This is an optimization exercise on Yosys and OpenROAD, whose aim is small area, a short achievable clock period and few clock cycles per item, not a production implementation.
Function was checked by simulation only, so behaviour that the tests miss may differ from the original.
Power is estimated from default activity; no workload was simulated.

==> inputs of job 9817 <==
## hash_xform
module hash_xform (
    input  wire         clk,
    input  wire         rst,        
    input  wire         start,
    input  wire         alg,        
    input  wire [159:0] h_in,
    input  wire [511:0] block_in,
    output wire         ready,
    output wire         done,
    output wire [159:0] h_out
);
    reg         busy, prep, done_r, alg_r;
    reg  [6:0]  cnt;
    reg  [31:0] R0, R1, R2, R3, R4;
    reg  [31:0] P1, P2;
    reg  [31:0] H0, H1, H2, H3, H4;
    reg  [511:0] W;                 
    reg  [4:0]  fs;                 
    reg  [4:0]  rc;                 
    reg  [3:0]  rf;                 
    function [31:0] bswap(input [31:0] x);
        bswap = {x[7:0], x[15:8], x[23:16], x[31:24]};
    endfunction
    function [31:0] rotl5(input [31:0] x);
        rotl5 = {x[26:0], x[31:27]};
    endfunction
    function [31:0] rotl30(input [31:0] x);
        rotl30 = {x[1:0], x[31:2]};
    endfunction
    function [31:0] rotl1(input [31:0] x);
        rotl1 = {x[30:0], x[31]};
    endfunction
    function [31:0] rl(input [31:0] x, input integer n);
  ...
clock: 12.0 ns
lec_check: 0
abc_area: 1
cap_margin: 20
core_margin: 2
core_utilization: 40
place_density: 0.6
setup_slack_margin: 5
slew_margin: 35
standard.sh (not shown) runs the stock make flow with config.mk's settings and CLKGATE_MAP_FILE= SYNTH_SCRIPT=/design/flow/synth_recipe.tcl, a recipe that flattens the netlist after the stock synthesis.
==> flow/flow/run.sh <==
#!/bin/bash
set -euo pipefail
export BUFFER_PORTS_ARGS="-buffer_cell sky130_fd_sc_hd__buf_1"
bash standard.sh > make_finish.log 2>&1
==> job 3641 (differences from job 9817) <==
--- a/flow/design.v
+++ b/flow/design.v
@@ -194,18 +194,18 @@
             6'd37: fs_s = 5'd4;
             6'd38: fs_s = 5'd4;
             6'd39: fs_s = 5'd4;
             6'd40: fs_s = 5'd4;
             default: fs_s = 5'd0;
         endcase
     end
     wire [4:0] fs_n = cnt_n[6] ? ((cnt_n[5:0] == 6'd0 && !alg_n) ? 5'd8 : 5'd0) : alg_n ? fs_s : fs_m;
-    wire [4:0] rc_n = alg_n ? 5'd1 : (cnt_n[6] && cnt_n[5:0] == 6'd0) ? 5'd16 : cnt_n[6] ? 5'd0 : rc_m;
-    wire [3:0] rf_n = alg_n ? 4'd2 : (cnt_n[6] && cnt_n[5:0] == 6'd0) ? 4'd2 : cnt_n[6] ? 4'd0 : rf_m;
+    wire [4:0] rc_n = (cnt_n[6] && !alg_n && cnt_n[5:0] == 6'd0) ? 5'd16 : (cnt_n[6] || alg_n) ? 5'd0 : rc_m;
+    wire [3:0] rf_n = (cnt_n[6] && !alg_n && cnt_n[5:0] == 6'd0) ? 4'd2 : (cnt_n[6] || alg_n) ? 4'd0 : rf_m;
     reg [31:0] cst_m, cst_s;
     reg [3:0]  xpos;
     always @(*) begin
         case (cnt[5:0])
             6'd0: begin cst_m = 32'hD76AA478; xpos = 4'd0; end
             6'd1: begin cst_m = 32'hE8C7B756; xpos = 4'd15; end
             6'd2: begin cst_m = 32'h242070DB; xpos = 4'd14; end
             6'd3: begin cst_m = 32'hC1BDCEEE; xpos = 4'd13; end
@@ -338,21 +338,20 @@
     end
     wire [31:0] g   = bf(fs, R0, R1, R2);
     wire [31:0] tmp = ({32{alg_r}} & rotl5(R3)) + g + P1;
     wire [31:0] rt1 = ({32{rc[0]}} & rl(tmp, 4)) | ({32{rc[1]}} & rl(tmp, 8))
                     | ({32{rc[2]}} & rl(tmp, 12)) | ({32{rc[3]}} & rl(tmp, 16))
                     | ({32{rc[4]}} & rl(tmp, 20));
     wire [31:0] rot = ({32{rf[0]}} & rt1) | ({32{rf[1]}} & rl(rt1, 1))
                     | ({32{rf[2]}} & rl(rt1, 2)) | ({32{rf[3]}} & rl(rt1, 3));
-    wire [31:0] z2;
-    wire [31:0] nb  = (alg_r ? z2 : R0) + rot;
+    wire [31:0] nb  = R0 + rot;
     wire [31:0] a1 = tmp;
-    assign z2 = addbk(bf(fs, R3, rotl30(R0), R1), P2);
-    wire [31:0] a2 = nb;
+    wire [31:0] z2 = addbk(bf(fs, R3, rotl30(R0), R1), P2);
+    wire [31:0] a2 = rotl5(a1) + z2;
     wire m61 = !alg_r && cnt == 7'd62;
     wire m62 = !alg_r && cnt == 7'd63;
     wire m63 = !alg_r && cnt == 7'd64;
     wire mf  = !alg_r && cnt == 7'd65;
     wire s39 = alg_r && cnt == 7'd40;
     wire sf1 = alg_r && cnt == 7'd41;
     wire sf2 = alg_r && cnt == 7'd42;
     wire mfin = m61 || m62 || m63 || mf;
==> flow/run.sh (new file) <==
#!/bin/bash
# synth_recipe.tcl (not shown) runs the flow's synth.tcl, then flattens the netlist and writes it again
# the make line also repeats each setting of config.mk as NAME=value (left out here)
make -C /OpenROAD-flow-scripts/flow DESIGN_CONFIG=/design/flow/config.mk WORK_HOME=/design/flow/orfs CLKGATE_MAP_FILE= SYNTH_SCRIPT=/design/flow/synth_recipe.tcl finish
==> flow/config.mk (replaced) <==
export PLATFORM = sky130hd
export DESIGN_NAME = hash_xform
export DESIGN_NICKNAME = hash_xform
export VERILOG_FILES = /design/flow/design.v
export SDC_FILE = /design/flow/constraint.sdc
export NUM_CORES = 4
export LEC_CHECK = 0
export ABC_AREA = 1
export CAP_MARGIN = 20
export CORE_MARGIN = 2
export CORE_UTILIZATION = 50
export PLACE_DENSITY = 0.65
export SETUP_SLACK_MARGIN = 5
export SLEW_MARGIN = 35
removed: flow/flow/run.sh
removed: flow/standard.sh
==> summary.txt <==
Of job 9817 and job 3641, job 3641 has the higher combinational power (gap about 20%, measured against job 3641).
Against job 3641, the count of clock-buffer cells in the layout of job 9817 is higher by 19.
In job 9817 the clock power is smaller than in job 3641, by about 3%.
Register-to-register slack: job 9817 is better than job 3641 (290 ps).
Between job 3641 and job 9817, the lower via count is in job 9817 (gap about 7%, measured against job 9817).
Between job 9817 and job 3641, the lower setup slack is in job 3641 (gap 290 ps).
In sequential power, job 9817 and job 3641 hardly differ.
Against job 9817, the sequential share of layout area of job 3641 is lower by 2.2 points.
Between job 3641 and job 9817, the lower final cell count is in job 3641 (gap 0.75%, measured against job 9817).
Utilization: job 9817 is lower than job 3641 (15 points).
Testbench counts of job 9817, summed over its fixed seeds: cycles 70,795, blocks 1,280.
Testbench counts of job 3641, summed over its fixed seeds: cycles 70,795, blocks 1,280.

==> v28 <==
hash_xform, a different RTL version from the one above (not shown whole).
clock: 12.0 ns
lec_check: 0
abc_area: 1
cap_margin: 20
core_margin: 2
core_utilization: 45
cts_buf_list: sky130_fd_sc_hd__clkbuf_16
cts_cluster_diameter: 100
cts_cluster_size: 20
place_density: 0.65
setup_slack_margin: 5
slew_margin: 35
==> flow/flow/run.sh <==
#!/bin/bash
set -euo pipefail
export BUFFER_PORTS_ARGS="-buffer_cell sky130_fd_sc_hd__buf_1"
bash standard.sh > make_finish.log 2>&1
==> v32: changes against v28 <==
--- a/flow/design.v
+++ b/flow/design.v
@@ -31,29 +31,14 @@
     endfunction
     function [31:0] rotl1(input [31:0] x);
         rotl1 = {x[30:0], x[31]};
     endfunction
     function [31:0] rl(input [31:0] x, input integer n);
         rl = (x << n) | (x >> (32 - n));
     endfunction
-    function [31:0] add32(input [31:0] x, input [31:0] y);
-        reg [31:0] gg, pp;
-        integer l, i;
-        begin
-            gg = x & y;
-            pp = x ^ y;
-            for (l = 0; l < 5; l = l + 1)
-                for (i = 0; i < 32; i = i + 1)
-                    if (((i >> l) & 1) == 1) begin
-                        gg[i] = gg[i] | (pp[i] & gg[((i >> l) << l) - 1]);
-                        pp[i] = pp[i] & pp[((i >> l) << l) - 1];
-                    end
-            add32 = (x ^ y) ^ {gg[30:0], 1'b0};
-        end
-    endfunction
     function [31:0] addbk(input [31:0] x, input [31:0] y);
         reg [31:0] gg, pp;
         integer l, i;
         begin
             gg = x & y;
             pp = x ^ y;
             for (l = 0; l < 5; l = l + 1)
@@ -337,56 +322,55 @@
                     | ({32{rc[2]}} & rl(tmp, 12)) | ({32{rc[3]}} & rl(tmp, 16))
                     | ({32{rc[4]}} & rl(tmp, 20));
     wire [31:0] rot = ({32{rf[0]}} & rt1) | ({32{rf[1]}} & rl(rt1, 1))
                     | ({32{rf[2]}} & rl(rt1, 2)) | ({32{rf[3]}} & rl(rt1, 3));
     wire [31:0] z2;
     wire [31:0] nb  = (alg_r ? z2 : R0) + rot;
     wire [31:0] a1 = tmp;
-    assign z2 = addbk(bf({fs2[2], 1'b0, fs2[1], 1'b0, fs2[0]}, R3, rotl30(R0), R1), P2);
+    assign z2 = addbk(bf({fs2[2], 1'b0, fs2[1], 1'b0, fs2[0]}, R3, rotl30(R0), R1) | ({32{sf1}} & H2),
+                      ({32{!sf1}} & P2) | ({32{sf1}} & R1));
     wire [31:0] a2 = nb;
     wire m61_n = !alg_n && cnt_n == 7'd62;
     wire m62_n = !alg_n && cnt_n == 7'd63;
     wire m63_n = !alg_n && cnt_n == 7'd64;
     wire mf_n  = !alg_n && cnt_n == 7'd65;
     wire s39_n = alg_n && cnt_n == 7'd40;
     wire sf1_n = alg_n && cnt_n == 7'd41;
-    wire sf2_n = alg_n && cnt_n == 7'd42;
-    reg m61, m62, m63, mf, s39, sf1, sf2;
-    reg [5:0] s1a;                  
-    reg [4:0] s1b;                  
+    reg m61, m62, m63, mf, s39, sf1;
+    reg [4:0] s1a;                  
+    reg [3:0] s1b;                  
     reg [2:0] s2a;                  
     reg [4:0] s2b;                  
     always @(posedge clk) begin
         m61 <= m61_n;
         m62 <= m62_n;
         m63 <= m63_n;
         mf  <= mf_n;
         s39 <= s39_n;
         sf1 <= sf1_n;
-        sf2 <= sf2_n;
-        s1a <= {busy && alg_r && !sf1_n && !sf2_n, sf2_n, sf1_n, busy && !alg_r, !busy && alg, !busy && !alg};
-        s1b <= {sf2_n, sf1_n, s39_n, alg_n && !s39_n && !sf1_n && !sf2_n, !alg_n};
+        s1a <= {busy && alg_r && !sf1_n, sf1_n, busy && !alg_r, !busy && alg, !busy && !alg};
+        s1b <= {sf1_n, s39_n, alg_n && !s39_n && !sf1_n, !alg_n};
         s2a <= {busy && alg_r && !sf1_n, busy && (!alg_r || sf1_n), !busy};
         s2b <= {!(m61_n || m62_n || s39_n || m63_n || mf_n || sf1_n), mf_n || sf1_n, m63_n, m62_n || s39_n, m61_n};
         sha_c <= busy && alg_r;
     end
     wire [31:0] p1a = ({32{s1a[0]}} & H0) | ({32{s1a[1]}} & H4) | ({32{s1a[2]}} & R2)
-                    | ({32{s1a[3]}} & R3) | ({32{s1a[4]}} & R4) | ({32{s1a[5]}} & R1);
+                    | ({32{s1a[3]}} & R3) | ({32{s1a[4]}} & R1);
     wire [31:0] p1b = ({32{s1b[0]}} & xw) | ({32{s1b[1]}} & bswap(W[31:0])) | ({32{s1b[2]}} & H4)
-                    | ({32{s1b[3]}} & H0) | ({32{s1b[4]}} & H2);
+                    | ({32{s1b[3]}} & H0);
     wire [31:0] p1c = c1;
     wire [31:0] p1n = add3bk(p1a, p1b, p1c);
     wire [31:0] p2a = ({32{s2a[0]}} & H3) | ({32{s2a[1]}} & R0) | ({32{s2a[2]}} & rotl30(R0));
     wire [31:0] p2b = ({32{s2b[0]}} & H0) | ({32{s2b[1]}} & H3) | ({32{s2b[2]}} & H2)
                     | ({32{s2b[3]}} & H1) | ({32{s2b[4]}} & bswap(W[63:32]));
     wire [31:0] p2c = c2;
     wire [31:0] p2n = add3bk(p2a, p2b, p2c);
     wire [31:0] wn0 = bswap(rotl1(bswap(W[447:416] ^ W[287:256] ^ W[95:64] ^ W[31:0])));
     wire [31:0] wn1 = bswap(rotl1(bswap(W[479:448] ^ W[319:288] ^ W[127:96] ^ W[63:32])));
-    wire last = alg_r ? sf2 : mf;
+    wire last = alg_r ? sf1 : mf;
     always @(posedge clk) begin
         if (rst) begin
             busy   <= 1'b0;
             done_r <= 1'b0;
         end else begin
             done_r <= busy && last;
             if (!busy)
@@ -427,15 +411,15 @@
             R0 <= alg_r ? a1 : nb;
             R1 <= alg_r ? rotl30(R3) : R0;
             R2 <= alg_r ? rotl30(R0) : R1;
             R3 <= alg_r ? a2 : R2;
             R4 <= R1;
             if (m61 || sf1) H0 <= m61 ? p2n : p1n;
             if (mf || sf1)  H1 <= p2n;
-            if (m63 || sf2) H2 <= m63 ? p2n : p1n;
+            if (m63 || sf1) H2 <= m63 ? p2n : z2;
             if (m62 || s39) H3 <= p2n;
             if (s39)        H4 <= p1n;
         end
     end
     assign ready = !busy;
     assign done  = done_r;
     assign h_out = {alg_r ? H4 : 32'd0, H3, H2, H1, H0};
==> flow/config.mk (replaced) <==
export PLATFORM = sky130hd
export DESIGN_NAME = hash_xform
export DESIGN_NICKNAME = hash_xform
export VERILOG_FILES = /design/flow/design.v
export SDC_FILE = /design/flow/constraint.sdc
export NUM_CORES = 4
export LEC_CHECK = 0
export ABC_AREA = 1
export CAP_MARGIN = 20
export CORE_MARGIN = 2
export CORE_UTILIZATION = 40
export CTS_BUF_LIST = sky130_fd_sc_hd__clkbuf_16
export CTS_CLUSTER_DIAMETER = 100
export CTS_CLUSTER_SIZE = 20
export PLACE_DENSITY = 0.6
export SETUP_SLACK_MARGIN = 5
export SLEW_MARGIN = 35
==> summary.txt <==
Sorting the synthesized cells by area gives the leading types as sky130_fd_sc_hd__dfxtp_1 (32%), sky130_fd_sc_hd__nand2_1 (19%), sky130_fd_sc_hd__fa_1 (6.7%). Post-CTS repair changed the size of 39 cells. The run gives 0.0687 mm² as the post-route cell area.

The flow ran to the end and the layout has no timing, DRC or antenna violations. For this run, global-route usage on met1 was measured as 54.7%. The complex-gate fraction of the synthesized area is 18.7%, and the instance area after placement is 0.0662 mm². TritonCTS created 59 clock buffers. The routed length per instance was 31.9 µm; the worst setup slack after layout was 5.01 ns.

The core region is 0.152 mm². In this run, the number of DRC markers left after iteration 0 of detailed routing was 9039.
-- figures above: v32

==> summary.txt <==
The met1 track utilization from global routing was 59.1%. Summing all non-filler instances in the final layout gives an area of 0.0693 mm². Dividing the detail-routed wire length by the instance count gives 31.2 µm. The tools report the post-cts sizing count as 62. The run finished with no timing, DRC or antenna violations. The core region is 0.137 mm².

The tools report the instance area after placement as 0.0668 mm². The logs give 4.94 ns for the worst setup slack after layout and 10713 for the initial DRC count.
-- figures above: v28

Testbench counts of v28, summed over its fixed seeds: cycles 70,795, blocks 1,280.
Testbench counts of v32, summed over its fixed seeds: cycles 70,144, blocks 1,280.

==> run C: inputs <==
hash_xform again, from the RTL that the note above started with.
Settings: LEC_CHECK=0, ABC_AREA=1, CAP_MARGIN=20, CORE_MARGIN=2, CORE_UTILIZATION=40, CTS_BUF_LIST=sky130_fd_sc_hd__clkbuf_16, CTS_CLUSTER_DIAMETER=100, CTS_CLUSTER_SIZE=20, PLACE_DENSITY=0.6, SETUP_SLACK_MARGIN=5, SLEW_MARGIN=35; clock period 12.0 ns.
Scripts as last shown in full above: flow/flow/run.sh
==> run Y (differences from run C) <==
Settings changed: CTS_BUF_LIST sky130_fd_sc_hd__clkbuf_16 to sky130_fd_sc_hd__clkbuf_8, CTS_CLUSTER_DIAMETER 100 to unset, CTS_CLUSTER_SIZE 20 to unset.
==> comparison table <==
| quantity | run Y | run C |
|---|---|---|
| Run status | timing/DRC/antenna clean | timing/DRC/antenna clean |
| Routed length on met2 | 159 mm | 158 mm |
| Register fraction of the total cell area | 28.7% | 29.4% |
| Final standard cell utilization of the core | 46.7% | 45.6% |
| Total area of multi-input combinational cells | 0.0371 sq mm | 0.0371 sq mm |
| Wire length of the first global-routing pass | 508 mm | 505 mm |
| Finished Cell Area | 0.0720 sq mm | 0.0702 sq mm |
| Overall track demand over capacity in global routing | 45.5% | 45.1% |
| Total clock network power | 3.57 mW | 2.55 mW |
| Average routed wire per standard cell | 31.5 um | 31.9 um |
| Final Critical Period | 6950 ps | 6960 ps |
| Period Utilization, post-route | 57.9% | 58.0% |
| Net switching fraction of the power | 49.7% | 51.3% |
| Critical hold path startpoint | W[255]$_DFF_P_ | W[136]$_DFF_P_ |
| Met1 layer usage reported by global route | 56.3% | 56.4% |
| Psw | 7.87 mW | 7.59 mW |
| Sequential power | 4.56 mW | 4.55 mW |
| Overall routed net length | 373 mm | 371 mm |
| Data arrival at the endpoint of the critical path | 7810 ps | 7620 ps |
Testbench counts of run C, summed over its fixed seeds: cycles 70,795, blocks 1,280.
Testbench counts of run Y, summed over its fixed seeds: cycles 70,795, blocks 1,280.

static timing again, ports no longer ideal:
How much do the figures lean on ideal ports? The routed layouts below were timed once more, with nothing changed but the port constraints.
Step 1 sets driving cells, clkbuf_16 on the clock port and buf_2 on the other inputs (assumed; they add their load-dependent delay and slew).
Step 2 adds t to the input delays and takes it off the output delays; t is the mean of the earliest and latest rising clock arrival at the registers after step 1. Input paths then give back, and output paths get back, about the clock's delay inside the block.
Three values: ideal ports, drivers, drivers and shift; two values: the first two.
run | t (ns) | setup slack, ns | worst setup path at the end | slew at the worst register clock pin (ns) | cell pins on the clock port's net
job 9817 | 0.824 | 5.137 / 5.137 / 5.137 | register to register | 0.07 / 0.07 | 1
job 3641 | 0.840 | 4.851 / 4.851 / 4.851 | register to register | 0.07 / 0.07 | 1
v28 | 0.864 | 4.936 / 4.936 / 4.936 | register to register | 0.10 / 0.10 | 1
v32 | 0.828 | 5.005 / 5.005 / 5.005 | register to register | 0.11 / 0.11 | 1
run C | 0.820 | 5.042 / 5.042 / 5.042 | register to register | 0.10 / 0.10 | 1
run Y | 1.039 | 5.055 / 5.055 / 5.055 | register to register | 0.09 / 0.09 | 1
After both steps every run listed still meets setup and hold.
